This is an optimization exercise on Yosys and OpenROAD, whose aim is small area, a short achievable clock period and few clock cycles per item, not a production implementation. In this exercise RTL edits were held to simulation tests only and were not proved equivalent to the original. No activity file was given, so power comes from the tool's default toggle rates.

<file path="flow/design.v">
module lfcore_div (
    input  wire        clk,
    input  wire        rst,
    input  wire        start,
    input  wire [31:0] dividend,
    input  wire [15:0] divisor,
    output reg         busy,
    output reg         done,
    output wire [31:0] quotient
);
    reg [31:0] q;
    reg [16:0] r;
    reg [15:0] d;
    reg [5:0]  cnt;
    wire [16:0] rem_sh = {r[15:0], q[31]};
    wire        ge     = rem_sh >= {1'b0, d};
    assign quotient = q;
    always @(posedge clk) begin
        if (rst) begin
            busy <= 1'b0;
            done <= 1'b0;
            cnt  <= 6'd0;
        end else begin
            done <= 1'b0;
            if (start) begin
                busy <= 1'b1;
                q    <= dividend;
                r    <= 17'd0;
                d    <= divisor;
                cnt  <= 6'd32;
            end else if (busy) begin
                r   <= ge ? (rem_sh - {1'b0, d}) : rem_sh;
                q   <= {q[30:0], ge};
                cnt <= cnt - 6'd1;
                if (cnt == 6'd1) begin
                    busy <= 1'b0;
                    done <= 1'b1;
                end
            end
        end
    end
endmodule
module lfcore (
    input  wire         clk,
    input  wire         rst,
    input  wire         cmd_valid,
    input  wire [31:0]  cmd,
    output wire         cmd_ready,
    output reg          rsp_valid,
    output reg  [31:0]  result,
    output reg          cmd_err,
    output reg  [127:0] frame_out,
    output reg          frame_valid,
    output wire [127:0] dc_out,
    output reg          dc_write,
    output wire         sleep_req,
    output wire [31:0]  now_ms
);
    localparam [15:0] MAXB      = 16'd63;
    localparam [15:0] HOLD_MS   = 16'd10000;
    localparam [15:0] SHORT_MS  = 16'd50;
    localparam [15:0] LONG_MS   = 16'd1000;
    localparam [15:0] FADE_MS   = 16'd500;
    localparam        GATE      = 1'b1;
    localparam        LONG_LOCK = 1'b1;
    localparam        CLOSED    = 1'b0;
    localparam [15:0] DC_FULL   = 16'd63;
    localparam [15:0] DC_HALF   = 16'd31;
    localparam        NZ        = 4;
    localparam        NG        = 3;
    localparam [15:0] GP        = 16'd1000;
    localparam [15:0] GUP       = 16'd500;    
    localparam [15:0] G1_ON     = 16'd500;
    localparam [15:0] G1_MIN    = 16'd0;
    localparam [15:0] G1_MAX    = 16'd63;
    localparam [15:0] G2_R      = 16'd600;    
    localparam [15:0] G2_ON1E   = 16'd700;    
    localparam [15:0] G2_ON2S   = 16'd900;    
    localparam [15:0] G2_MIN    = 16'd0;
    localparam [15:0] G2_MAX    = 16'd100;
    localparam [1:0] M_STOPPED  = 2'd0;
    localparam [1:0] M_RUNNING  = 2'd1;
    localparam [1:0] M_STOPPING = 2'd2;
    localparam [1:0] S_IDLE     = 2'd0;
    localparam [1:0] S_FADEIN   = 2'd1;
    localparam [1:0] S_STEADY   = 2'd2;
    localparam [1:0] S_FADEOUT  = 2'd3;
    localparam [7:0] OP_TICK    = 8'h01;
    localparam [7:0] OP_REFRESH = 8'h02;
    localparam [7:0] OP_MEDGE   = 8'h03;
    localparam [7:0] OP_BEDGE   = 8'h04;
    localparam [7:0] OP_POLL    = 8'h05;
    localparam [7:0] OP_RESET   = 8'h06;
    localparam [7:0] OP_STATUS  = 8'h07;
    localparam [7:0] OP_GSTART  = 8'h10;
    localparam [7:0] OP_GSTOP   = 8'h11;
    localparam [7:0] OP_GISRUN  = 8'h12;
    localparam [7:0] OP_GSTEP   = 8'h13;
    localparam [7:0] OP_ZON     = 8'h20;
    localparam [7:0] OP_ZOFF    = 8'h21;
    localparam [7:0] OP_ZRUN    = 8'h22;
    localparam [7:0] OP_MTICK   = 8'h30;
    localparam [7:0] OP_BCONS   = 8'h40;
    localparam [7:0] OP_SCHED   = 8'h50;
    localparam [1:0] C_IDLE = 2'd0;
    localparam [1:0] C_EXEC = 2'd1;
    localparam [1:0] C_UOP  = 2'd2;
    localparam [1:0] C_DIV  = 2'd3;
    localparam [3:0] Q_BTN   = 4'd0;
    localparam [3:0] Q_MTICK = 4'd1;
    localparam [3:0] Q_SCHED = 4'd2;
    localparam [3:0] Q_ZACT  = 4'd3;
    localparam [3:0] Q_GACT  = 4'd4;
    localparam [3:0] Q_SLEEP = 4'd5;
    localparam [3:0] Q_ZRUN  = 4'd6;
    localparam [3:0] Q_GSTEP = 4'd7;
    localparam [3:0] Q_ZSET  = 4'd8;
    localparam [3:0] Q_GSTOP = 4'd9;
    localparam [2:0] A_NONE   = 3'd0;
    localparam [2:0] A_ON     = 3'd1;
    localparam [2:0] A_STEADY = 3'd2;
    localparam [2:0] A_OFF    = 3'd3;
    localparam [2:0] A_IDLE   = 3'd4;
    function [1:0] ch_zone(input integer ch);
        case (ch)
            0, 1, 2, 3: ch_zone = 2'd0;
            4:          ch_zone = 2'd1;
            5:          ch_zone = 2'd2;
            default:    ch_zone = 2'd3;
        endcase
    endfunction
    function zone_ambient(input [1:0] z);
        zone_ambient = (z == 2'd0);
    endfunction
    reg [31:0]  now;
    reg         inMotion;
    reg [15:0]  motionTimer;
    reg         lastLevel;
    reg         depressed;
    reg [15:0]  shortTimer;
    reg [15:0]  longTimer;
    reg [1:0]   pressClass;
    reg         halfBrightness;
    reg         lockout;
    reg [1:0]   sched;
    reg [15:0]  fadeInTimer;
    reg [15:0]  fadeOutTimer;
    reg         asleep;
    reg [63:0]  zcur, zfrom, ztgt, zdur, zel;      
    reg [5:0]   gmode;                             
    reg [47:0]  gacc, glast, gfade;                
    reg [127:0] frame;                             
    reg [127:0] dcreg;                             
    assign dc_out    = dcreg;
    assign sleep_req = asleep;
    assign now_ms    = now;
    reg [1:0]  cstate;
    reg [31:0] cmd_r;
    reg [3:0]  step;
    reg [1:0]  uidx;
    reg        poll;
    reg [2:0]  sact;
    reg [15:0] zs_t;
    reg [15:0] zs_d;
    reg        have_q;
    reg [31:0] q_reg;
    reg        dcw_pend;
    assign cmd_ready = (cstate == C_IDLE);
    wire [7:0]  op  = cmd_r[31:24];
    wire [7:0]  idx = cmd_r[23:16];
    wire [15:0] imm = cmd_r[15:0];
    reg op_ok;
    always @(*) begin
        case (op)
            OP_TICK, OP_REFRESH, OP_MEDGE, OP_POLL, OP_RESET, OP_STATUS,
            OP_MTICK, OP_BCONS, OP_SCHED:
                op_ok = (cmd_r[23:0] == 24'd0);
            OP_BEDGE:
                op_ok = (cmd_r[23:1] == 23'd0);
            OP_GSTART, OP_GSTOP, OP_GISRUN, OP_GSTEP:
                op_ok = (imm == 16'd0) && (idx < NG);
            OP_ZRUN:
                op_ok = (imm == 16'd0) && (idx < NZ);
            OP_ZON, OP_ZOFF:
                op_ok = (idx < NZ);
            default:
                op_ok = 1'b0;
        endcase
    end
    reg         div_start;
    reg  [31:0] div_a;
    reg  [15:0] div_b;
    wire        div_busy, div_done;
    wire [31:0] div_q;
    lfcore_div u_div (
        .clk(clk), .rst(rst), .start(div_start),
        .dividend(div_a), .divisor(div_b),
        .busy(div_busy), .done(div_done), .quotient(div_q)
    );
    wire [15:0] z_f = zfrom[16*uidx +: 16];
    wire [15:0] z_t = ztgt [16*uidx +: 16];
    wire [15:0] z_d = zdur [16*uidx +: 16];
    wire [15:0] z_e = zel  [16*uidx +: 16];
    wire        z_settled = (z_e >= z_d);
    wire        z_up      = (z_t >= z_f);
    wire [15:0] z_diff    = z_up ? (z_t - z_f) : (z_f - z_t);
    wire [31:0] z_num     = z_diff * z_e;
    wire [15:0] z_level   = z_settled ? z_t :
                            (z_up ? (z_f + q_reg[15:0]) : (z_f - q_reg[15:0]));
    wire [1:0]  g_mode = gmode[2*uidx +: 2];
    wire [15:0] g_acc  = gacc [16*uidx +: 16];
    wire [15:0] g_fade = gfade[16*uidx +: 16];
    wire        g_pulse = (uidx == 2'd0);
    wire [15:0] g_tri   = (g_acc < GUP) ? g_acc : (GP - g_acc);
    wire [31:0] g_num   = (g_mode == M_STOPPING) ? (32'd63 * g_acc) : (32'd63 * g_tri);
    wire is_zset  = (step == Q_ZSET) || (step == Q_ZACT && zone_ambient(uidx));
    wire is_zrun  = (step == Q_ZRUN);
    wire is_gstop = (step == Q_GSTOP) || (step == Q_GACT && sact == A_OFF);
    wire is_gstrt = (step == Q_GACT) &&
                    ((sact == A_STEADY && GATE) || (sact == A_ON && !GATE));
    wire is_gstep = (step == Q_GSTEP);
    reg need_div;
    always @(*) begin
        need_div = 1'b0;
        div_a    = g_num;
        div_b    = GUP;
        if (is_zset || is_zrun) begin
            need_div = !z_settled;
            div_a    = z_num;
            div_b    = z_d;
        end else if (is_gstop) begin
            need_div = (g_mode == M_RUNNING) && g_pulse;
        end else if (is_gstep) begin
            need_div = ((g_mode == M_RUNNING) && g_pulse) || (g_mode == M_STOPPING);
        end
    end
    reg [15:0] gs_b;
    reg        gs_on;
    always @(*) begin
        gs_b  = 16'd0;
        gs_on = 1'b0;
        if (g_mode == M_RUNNING) begin
            case (uidx)
                2'd0: begin
                    gs_b  = q_reg[15:0];
                    gs_on = (q_reg[15:0] != 16'd0);
                end
                2'd1: begin
                    gs_on = (g_acc < G1_ON);
                    gs_b  = gs_on ? G1_MAX : G1_MIN;
                end
                default: begin
                    gs_on = (g_acc >= G2_R && g_acc < G2_ON1E) || (g_acc >= G2_ON2S);
                    gs_b  = gs_on ? G2_MAX : G2_MIN;
                end
            endcase
        end else if (g_mode == M_STOPPING) begin
            gs_b  = ({16'd0, g_fade} > q_reg) ? (g_fade - q_reg[15:0]) : 16'd0;
            gs_on = 1'b0;
        end
    end
    wire [15:0] gs_clamp = (gs_b > MAXB) ? MAXB : gs_b;
    wire [15:0] zl_clamp = (z_level > MAXB) ? MAXB : z_level;
    wire [31:0] status_word = {22'd0, lastLevel, pressClass, sched, asleep,
                               lockout, halfBrightness, depressed, inMotion};
    integer i;
    reg [1:0]  cls;
    reg        short_now;
    always @(posedge clk) begin
        if (rst) begin
            cstate         <= C_IDLE;
            rsp_valid      <= 1'b0;
            result         <= 32'd0;
            cmd_err        <= 1'b0;
            frame_valid    <= 1'b0;
            dc_write       <= 1'b0;
            frame_out      <= 128'd0;
            div_start      <= 1'b0;
            have_q         <= 1'b0;
            dcw_pend       <= 1'b0;
            now            <= 32'd0;
            inMotion       <= 1'b0;
            motionTimer    <= 16'd0;
            lastLevel      <= ~CLOSED;
            depressed      <= 1'b0;
            shortTimer     <= 16'd0;
            longTimer      <= 16'd0;
            pressClass     <= 2'd0;
            halfBrightness <= 1'b0;
            lockout        <= 1'b0;
            sched          <= S_IDLE;
            fadeInTimer    <= 16'd0;
            fadeOutTimer   <= 16'd0;
            asleep         <= 1'b0;
            zcur  <= 64'd0; zfrom <= 64'd0; ztgt <= 64'd0; zdur <= 64'd0; zel <= 64'd0;
            gmode <= 6'd0;  gacc  <= 48'd0; glast <= 48'd0; gfade <= 48'd0;
            frame <= 128'd0;
            for (i = 0; i < 8; i = i + 1)
                dcreg[16*i +: 16] <= DC_FULL;
        end else begin
            rsp_valid   <= 1'b0;
            frame_valid <= 1'b0;
            dc_write    <= 1'b0;
            div_start   <= 1'b0;
            short_now    = 1'b0;
            case (cstate)
            C_IDLE: begin
                if (cmd_valid) begin
                    cmd_r    <= cmd;
                    dcw_pend <= 1'b0;
                    cstate   <= C_EXEC;
                end
            end
            C_EXEC: begin
                poll   <= 1'b0;
                uidx   <= idx[1:0];
                if (!op_ok) begin
                    rsp_valid <= 1'b1;
                    result    <= 32'd0;
                    cmd_err   <= 1'b1;
                    cstate    <= C_IDLE;
                end else begin
                    rsp_valid <= 1'b1;
                    result    <= 32'd0;
                    cmd_err   <= 1'b0;
                    cstate    <= C_IDLE;
                    case (op)
                    OP_TICK: begin
                        asleep       <= 1'b0;
                        now          <= now + 32'd1;
                        motionTimer  <= (motionTimer  != 16'd0) ? motionTimer  - 16'd1 : 16'd0;
                        shortTimer   <= (shortTimer   != 16'd0) ? shortTimer   - 16'd1 : 16'd0;
                        longTimer    <= (longTimer    != 16'd0) ? longTimer    - 16'd1 : 16'd0;
                        fadeInTimer  <= (fadeInTimer  != 16'd0) ? fadeInTimer  - 16'd1 : 16'd0;
                        fadeOutTimer <= (fadeOutTimer != 16'd0) ? fadeOutTimer - 16'd1 : 16'd0;
                        for (i = 0; i < NZ; i = i + 1)
                            if (zel[16*i +: 16] < zdur[16*i +: 16])
                                zel[16*i +: 16] <= zel[16*i +: 16] + 16'd1;
                        for (i = 0; i < NG; i = i + 1) begin
                            if (gmode[2*i +: 2] == M_RUNNING)
                                gacc[16*i +: 16] <= (gacc[16*i +: 16] + 16'd1 >= GP) ?
                                                    16'd0 : gacc[16*i +: 16] + 16'd1;
                            else if (gmode[2*i +: 2] == M_STOPPING)
                                gacc[16*i +: 16] <= (gacc[16*i +: 16] == 16'hFFFF) ?
                                                    16'hFFFF : gacc[16*i +: 16] + 16'd1;
                        end
                    end
                    OP_REFRESH: begin
                        asleep      <= 1'b0;
                        frame_out   <= frame;
                        frame_valid <= 1'b1;
                    end
                    OP_MEDGE: begin
                        asleep <= 1'b0;
                        if (!lockout) begin
                            motionTimer <= HOLD_MS;
                            inMotion    <= 1'b1;
                        end
                    end
                    OP_BEDGE: begin
                        asleep <= 1'b0;
                        if (cmd_r[0] != lastLevel) begin
                            lastLevel <= cmd_r[0];
                            if (cmd_r[0] == CLOSED) begin
                                depressed  <= 1'b1;
                                shortTimer <= SHORT_MS;
                                longTimer  <= LONG_MS;
                            end else if (depressed) begin
                                if (longTimer == 16'd0)       cls = 2'd2;
                                else if (shortTimer == 16'd0) cls = 2'd1;
                                else                          cls = 2'd0;
                                depressed <= 1'b0;
                                if (cls != 2'd0)
                                    pressClass <= cls;
                            end
                        end
                    end
                    OP_POLL: begin
                        if (!asleep) begin
                            rsp_valid <= 1'b0;
                            cstate    <= C_UOP;
                            step      <= Q_BTN;
                            poll      <= 1'b1;
                        end
                    end
                    OP_RESET: begin
                        now            <= 32'd0;
                        inMotion       <= 1'b0;
                        motionTimer    <= 16'd0;
                        lastLevel      <= ~CLOSED;
                        depressed      <= 1'b0;
                        shortTimer     <= 16'd0;
                        longTimer      <= 16'd0;
                        pressClass     <= 2'd0;
                        halfBrightness <= 1'b0;
                        lockout        <= 1'b0;
                        sched          <= S_IDLE;
                        fadeInTimer    <= 16'd0;
                        fadeOutTimer   <= 16'd0;
                        asleep         <= 1'b0;
                        zcur  <= 64'd0; zfrom <= 64'd0; ztgt <= 64'd0; zdur <= 64'd0; zel <= 64'd0;
                        gmode <= 6'd0;  gacc  <= 48'd0; glast <= 48'd0; gfade <= 48'd0;
                        frame     <= 128'd0;
                        frame_out <= 128'd0;
                        for (i = 0; i < 8; i = i + 1)
                            dcreg[16*i +: 16] <= DC_FULL;
                        dc_write <= 1'b1;
                    end
                    OP_STATUS: begin
                        result <= status_word;
                    end
                    OP_GSTART: begin
                        gmode[2*idx[1:0] +: 2]  <= M_RUNNING;
                        gacc[16*idx[1:0] +: 16] <= 16'd0;
                    end
                    OP_GISRUN: begin
                        result <= {31'd0, gmode[2*idx[1:0] +: 2] == M_RUNNING};
                    end
                    default: begin
                        rsp_valid <= 1'b0;
                        cstate    <= C_UOP;
                        case (op)
                            OP_GSTOP: step <= Q_GSTOP;
                            OP_GSTEP: step <= Q_GSTEP;
                            OP_ZON:   begin step <= Q_ZSET; zs_t <= MAXB;  zs_d <= imm; end
                            OP_ZOFF:  begin step <= Q_ZSET; zs_t <= 16'd0; zs_d <= imm; end
                            OP_ZRUN:  step <= Q_ZRUN;
                            OP_MTICK: step <= Q_MTICK;
                            OP_BCONS: step <= Q_BTN;
                            default:  step <= Q_SCHED;    
                        endcase
                    end
                    endcase
                end
            end
            C_DIV: begin
                if (div_done) begin
                    q_reg  <= div_q;
                    have_q <= 1'b1;
                    cstate <= C_UOP;
                end
            end
            C_UOP: begin
                if (need_div && !have_q) begin
                    div_start <= 1'b1;
                    cstate    <= C_DIV;
                end else begin
                    have_q <= 1'b0;
                    case (step)
                    Q_BTN: begin
                        pressClass <= 2'd0;
                        if (pressClass == 2'd1) begin
                            halfBrightness <= ~halfBrightness;
                            for (i = 0; i < 8; i = i + 1)
                                dcreg[16*i +: 16] <= halfBrightness ? DC_FULL : DC_HALF;
                            short_now = 1'b1;
                            dcw_pend <= 1'b1;
                        end else if (pressClass == 2'd2) begin
                            inMotion    <= 1'b0;
                            motionTimer <= 16'd0;
                            if (LONG_LOCK)
                                lockout <= ~lockout;
                        end
                        if (poll) step <= Q_MTICK;
                        else begin
                            rsp_valid <= 1'b1;
                            result    <= 32'd0;
                            cmd_err   <= 1'b0;
                            dc_write  <= short_now;
                            cstate    <= C_IDLE;
                        end
                    end
                    Q_MTICK: begin
                        if (motionTimer == 16'd0)
                            inMotion <= 1'b0;
                        if (poll) step <= Q_SCHED;
                        else begin
                            rsp_valid <= 1'b1;
                            result    <= 32'd0;
                            cmd_err   <= 1'b0;
                            cstate    <= C_IDLE;
                        end
                    end
                    Q_SCHED: begin
                        sact <= A_NONE;
                        step <= Q_SLEEP;
                        if (sched == S_IDLE || sched == S_FADEOUT) begin
                            if (inMotion) begin
                                sact        <= A_ON;
                                fadeInTimer <= FADE_MS;
                                sched       <= S_FADEIN;
                                zs_t        <= MAXB;
                                zs_d        <= FADE_MS;
                                step        <= Q_ZACT;
                                uidx        <= 2'd0;
                            end else if (sched == S_FADEOUT && fadeOutTimer == 16'd0) begin
                                sact  <= A_IDLE;
                                sched <= S_IDLE;
                            end
                        end else begin
                            if (!inMotion) begin
                                sact         <= A_OFF;
                                fadeOutTimer <= FADE_MS;
                                sched        <= S_FADEOUT;
                                zs_t         <= 16'd0;
                                zs_d         <= FADE_MS;
                                step         <= Q_ZACT;
                                uidx         <= 2'd0;
                            end else if (sched == S_FADEIN && fadeInTimer == 16'd0) begin
                                sact  <= A_STEADY;
                                sched <= S_STEADY;
                                if (GATE) begin
                                    step <= Q_GACT;
                                    uidx <= 2'd0;
                                end
                            end
                        end
                    end
                    Q_ZACT, Q_ZSET: begin
                        if (is_zset) begin
                            if (!(z_level == zs_t && z_t == zs_t)) begin
                                zfrom[16*uidx +: 16] <= z_level;
                                zcur [16*uidx +: 16] <= z_level;
                                ztgt [16*uidx +: 16] <= zs_t;
                                zdur [16*uidx +: 16] <= zs_d;
                                zel  [16*uidx +: 16] <= 16'd0;
                            end
                        end
                        if (step == Q_ZSET) begin
                            rsp_valid <= 1'b1;
                            result    <= 32'd0;
                            cmd_err   <= 1'b0;
                            cstate    <= C_IDLE;
                        end else if (uidx == NZ - 1) begin
                            uidx <= 2'd0;
                            if (sact == A_OFF || (sact == A_ON && !GATE))
                                step <= Q_GACT;
                            else
                                step <= Q_SLEEP;
                        end else begin
                            uidx <= uidx + 2'd1;
                        end
                    end
                    Q_GACT, Q_GSTOP: begin
                        if (is_gstrt) begin
                            gmode[2*uidx +: 2]  <= M_RUNNING;
                            gacc[16*uidx +: 16] <= 16'd0;
                        end else if (is_gstop && g_mode == M_RUNNING) begin
                            if (g_pulse && q_reg[15:0] != 16'd0) begin
                                gfade[16*uidx +: 16] <= q_reg[15:0];
                                gmode[2*uidx +: 2]   <= M_STOPPING;
                                gacc[16*uidx +: 16]  <= 16'd0;
                            end else begin
                                gmode[2*uidx +: 2]   <= M_STOPPED;
                                gacc[16*uidx +: 16]  <= 16'd0;
                            end
                        end
                        if (step == Q_GSTOP) begin
                            rsp_valid <= 1'b1;
                            result    <= 32'd0;
                            cmd_err   <= 1'b0;
                            cstate    <= C_IDLE;
                        end else if (uidx == NG - 1) begin
                            step <= Q_SLEEP;
                        end else begin
                            uidx <= uidx + 2'd1;
                        end
                    end
                    Q_SLEEP: begin
                        if (sched == S_IDLE && !inMotion && !depressed &&
                            pressClass == 2'd0 &&
                            gmode[1:0] != M_STOPPING && gmode[3:2] != M_STOPPING &&
                            gmode[5:4] != M_STOPPING)
                            asleep <= 1'b1;
                        if (poll) begin
                            step <= Q_ZRUN;
                            uidx <= 2'd0;
                        end else begin
                            rsp_valid <= 1'b1;
                            result    <= 32'd0;
                            cmd_err   <= 1'b0;
                            cstate    <= C_IDLE;
                        end
                    end
                    Q_ZRUN: begin
                        zcur[16*uidx +: 16] <= z_level;
                        if (zone_ambient(uidx))
                            for (i = 0; i < 8; i = i + 1)
                                if (ch_zone(i) == uidx)
                                    frame[16*i +: 16] <= zl_clamp;
                        if (!poll) begin
                            rsp_valid <= 1'b1;
                            result    <= {16'd0, z_level};
                            cmd_err   <= 1'b0;
                            cstate    <= C_IDLE;
                        end else if (uidx == NZ - 1) begin
                            step <= Q_GSTEP;
                            uidx <= 2'd0;
                        end else begin
                            uidx <= uidx + 2'd1;
                        end
                    end
                    Q_GSTEP: begin
                        glast[16*uidx +: 16] <= gs_b;
                        if (g_mode == M_STOPPING && gs_b == 16'd0) begin
                            gmode[2*uidx +: 2]  <= M_STOPPED;
                            gacc[16*uidx +: 16] <= 16'd0;
                        end
                        for (i = 0; i < 8; i = i + 1)
                            if (ch_zone(i) == uidx + 2'd1)
                                frame[16*i +: 16] <= gs_clamp;
                        if (!poll || uidx == NG - 1) begin
                            rsp_valid <= 1'b1;
                            result    <= poll ? 32'd0 : {15'd0, gs_on, gs_b};
                            cmd_err   <= 1'b0;
                            dc_write  <= dcw_pend;
                            cstate    <= C_IDLE;
                        end else begin
                            uidx <= uidx + 2'd1;
                        end
                    end
                    default: begin
                        rsp_valid <= 1'b1;
                        result    <= 32'd0;
                        cmd_err   <= 1'b0;
                        cstate    <= C_IDLE;
                    end
                    endcase
                end
            end
            endcase
        end
    end
endmodule
</file>
<file path="flow/run.sh">
#!/bin/bash
# synth_recipe.tcl (not shown) runs the flow's synth.tcl, then flattens the netlist and writes it again
# the make line also repeats each setting of config.mk as NAME=value (left out here)
make -C /OpenROAD-flow-scripts/flow DESIGN_CONFIG=/design/flow/config.mk WORK_HOME=/design/flow/orfs CLKGATE_MAP_FILE= SYNTH_SCRIPT=/design/flow/synth_recipe.tcl finish
</file>
<file path="flow/config.mk">
export PLATFORM = sky130hd
export DESIGN_NAME = lfcore
export DESIGN_NICKNAME = lfcore
export VERILOG_FILES = /design/flow/design.v
export SDC_FILE = /design/flow/constraint.sdc
export NUM_CORES = 4
export LEC_CHECK = 0
export CAP_MARGIN = 20
export CORE_MARGIN = 2
export CORE_UTILIZATION = 40
export SLEW_MARGIN = 20
</file>
<file path="flow/constraint.sdc">
create_clock -name core_clock -period 12.0 [get_ports {clk}]
set_input_delay 2.4000 -clock core_clock [delete_from_list [all_inputs] [get_ports {clk}]]
set_output_delay 2.4000 -clock core_clock [all_outputs]
set_load 0.01 [all_outputs]
</file>
==> run summary <==
[critical path: cells and delay by family, from the launching register on]
kind	cells	cell delay, ns
xor gates and xnor gates	1	0.09
muxes	2	1.02
AOI/OAI and AO/OA	13	2.87
adders and majority gates	8	3.96
DFF	1	0.71
buffers and inverters	6	0.75
and+or+nand+nor	5	1.43
[stage by stage]
stage	hold WS [ns]	util	area, µm²	cells	power, mW
after floorplan	0.413	-	57600	6514	3.19
after global placement	0.428	0.427	60400	8225	3.31
after detailed placement	0.434	0.427	60400	8226	3.32
after CTS	0.442	0.448	63400	8391	6.12
after global routing	0.456	0.448	63400	8392	6.28
final	0.435	0.448	63400	8392	6.07
[worst paths after layout]
check	endpoint	slack, ns	cells past startpoint
worst min-delay path	q_reg[20]	0.43	0
worst min register to register	q_reg[20]	0.43	0
worst max register to register	u_div.q[31]	0.87	35
worst max-delay path	u_div.q[31]	0.87	35
[power groups by stage]
stage                     clock, mW  sequential [mW]  combinational (mW)
final                          2.80             2.79               0.480
after CTS                      2.86             2.79               0.473
after floorplan                   0             2.83               0.357
after detailed placement          0             2.85               0.471
after global placement            0             2.85               0.465
after global routing           2.96             2.79               0.520
[cells in the final DEF, fill, tap and decap left out, types with 86 or more instances in the layout]
cell	instances
nand2b_1	86
clkbuf_16	94
nand3_1	179
inv_1	560
clkdlybuf4s50_1	224
fa_1	285
nor3_1	139
ha_1	398
edfxtp_1	155
and2_1	149
and3_1	89
nor2_1	508
conb_1	135
a22o_1	163
xnor2_1	150
dfxtp_1	642
a21oi_1	323
o21ai_0	286
nand2_1	527
buf_4	105
[cell families after synthesis]
kind of cell,share of synthesized area
AO/OA/AOI/OAI,0.178
XOR/XNOR,0.0342
adder cells (fa/ha/maj),0.187
buffers and inverters,0.0867
flip-flops,0.307
multiplexers,0.0416
other,0.000132
AND/OR/NAND/NOR,0.165
[cell type report]
type / instances / share of cell area
clock buffers: 116 / 0.0398
clock inverters: 49 / 0.00742
inverters: 569 / 0.0337
multi-input cells: 4637 / 0.557
flip-flops and latches: 798 / 0.276
well taps: 1890 / 0.0373
repair buffers: 333 / 0.0484
[per-layer routing]
| metal | GRT usage | part of all wire |
|---|---|---|
| met1 | 0.336 | 0.46 |
| met2 | 0.369 | 0.45 |
| met3 | 0.0306 | 0.065 |
| met4 | 0.0669 | 0.025 |
| met5 | 0 | 0.000068 |
==> results.yml <==
outcome:
  status: "timing/DRC/antenna clean"
sta:
  worst_pin_slew_ns: 1.13
  fin_crit_sh: 0.928
  rsz0062_at_grt: "no"
  hold_viol_final: 0
  tns_ns: 0
  fmax_mhz: 89.8
  layout_setup_ws_ns: 0.866
  post-route-min-period_ns: 11.13
  finalSetupViolCount: 0
  slew_headroom: 0.238
  drv_slew: 0
  skew_ns: 0.0461
pwr:
  seqPwrFrac: 0.460
  power_switching_mw: 1.64
  leakagePower_nw: 25.8
  p_int_mw: 4.43
  cellPowerDensity_mw_per_mm2: 95.7
  clockPowerShare: 0.461
  swShare: 0.269
  pwr-share-comb: 0.079
  irDropWorstVdd_uv: 105
detailed_routing:
  avgViaCountPerCell: 5.64
  wirelength_um: 176000
  drc: 0
  drt-wirelength-per-cell_um: 21.0
  dr.first_iter.drc_count: 3979
  vias: 47300
  first_pass_iters: 7
  ant_nets: 0
cts:
  cts_resized: 0
  htreeDepth: 3
  cts_hold_buf: 0
  clockBufferDepth: 3
  post_cts_buffers: 0
  root_buffer: "clkbuf_16"
  clkLatencyLatePin_ns: 0.75
  cts_tree: "built"
  cts_buffers: 93
  tritoncts_num_sinks: 798
  clkSlewWorstSetupHoldPaths_ns: 0.07
final_layout:
  areaGrowthSynthToFinish_pct: 11.1
  multi_input_area_mm2: 0.0353
  num-fill-cells: 13800
  diodes: 0
  seq_area_mm2: 0.0175
  layout-drive-gt1-share: 0.0657
  layout.nets: 7151
setup_path:
  critPathLaunch: "uidx[0]"
  setup.worst_path.end_class: "register"
  critPathKind: "reg -> reg"
  cp_max_fo: 24
  cp.arrival_ns: 11.61
  critPathLaunchType: "register"
  crit_path_max_incr_delay_ns: 0.71
  cp_slowest_cell: "edfxtp_1"
  required_ns: 12.48
  r2r-start: "uidx[0]"
  crit_path_frequent_cell: "fa_1"
place:
  dp_hpwl_um: 132000
  dp_slack_ns: 0.990
  gp_congestion: 0.932
  numPortBuffers: 225
synthesis:
  yosys_warnings: 2
  synth_edf_count: 155
  synthDistinctLibCells: 101
  syn_area_mm2: 0.0571
  syn-instance-count: 6381
  yosysSeqAreaShare: 0.307
  yosysMostFrequentCell: "dfxtp_1"
  synth_area_leaders: "dfxtp_1 23%, fa_1 10%, ha_1 8.7%"
  synth_top_cells_by_count: "643 x dfxtp_1, 561 x inv_1, 528 x nand2_1"
  syn_area_per_cell_um2: 8.95
  synthFlopType: "dfxtp_1"
  ys_seq_elements: 798
  async_reset_ff_frac: 0
  yosys.area.top_type_share: 0.225
  synth.largest_area_cell: "dfxtp_1"
floorplan:
  start_util: 0.403
  die_w_um: 382
  die_h_um: 382
  fp.dieArea_mm2: 0.146
  ios: 361
  rows: 138
  core_mm2: 0.142
hold_path:
  min_from: "u_div.q[20]"
  hold_class: "reg -> reg"
global_routing:
  grt_max_degree: 62
  grt_usage: 0.235
  grt_pass1_wl_um: 270000
  grt_pass1_vias: 44800
  antenna_found_initial: 2
  overflow: 0
job:
  drv_cap: 0
Testbench counts, summed over its fixed seeds: cycles 6,364,372, ops 472,456.

[afterwards: timing with drivers on the ports]
The results above use ideal ports. As a check the final layout listed here was re-extracted and re-timed, cells and wires unchanged. Step 1 assumes that a clkbuf_16 drives the clock port and a buf_2 every other input. Step 2, shift: input delay + t, output delay - t, t = (earliest + latest rising clock arrival at the registers) / 2. This alone moves slack from input paths to output paths. Three values: no drivers, after step 1, after step 2; two values: the first two.
shift t [ns]: 0.808
setup WS [ns]: 0.866 / 0.866 / 0.866
worst data-port slew with drivers (ns): 0.07
After both steps setup and hold are still met in this run. For this run, drivers alone change the setup slack by 0.000 ns; drivers and shift together by 0.000 ns.
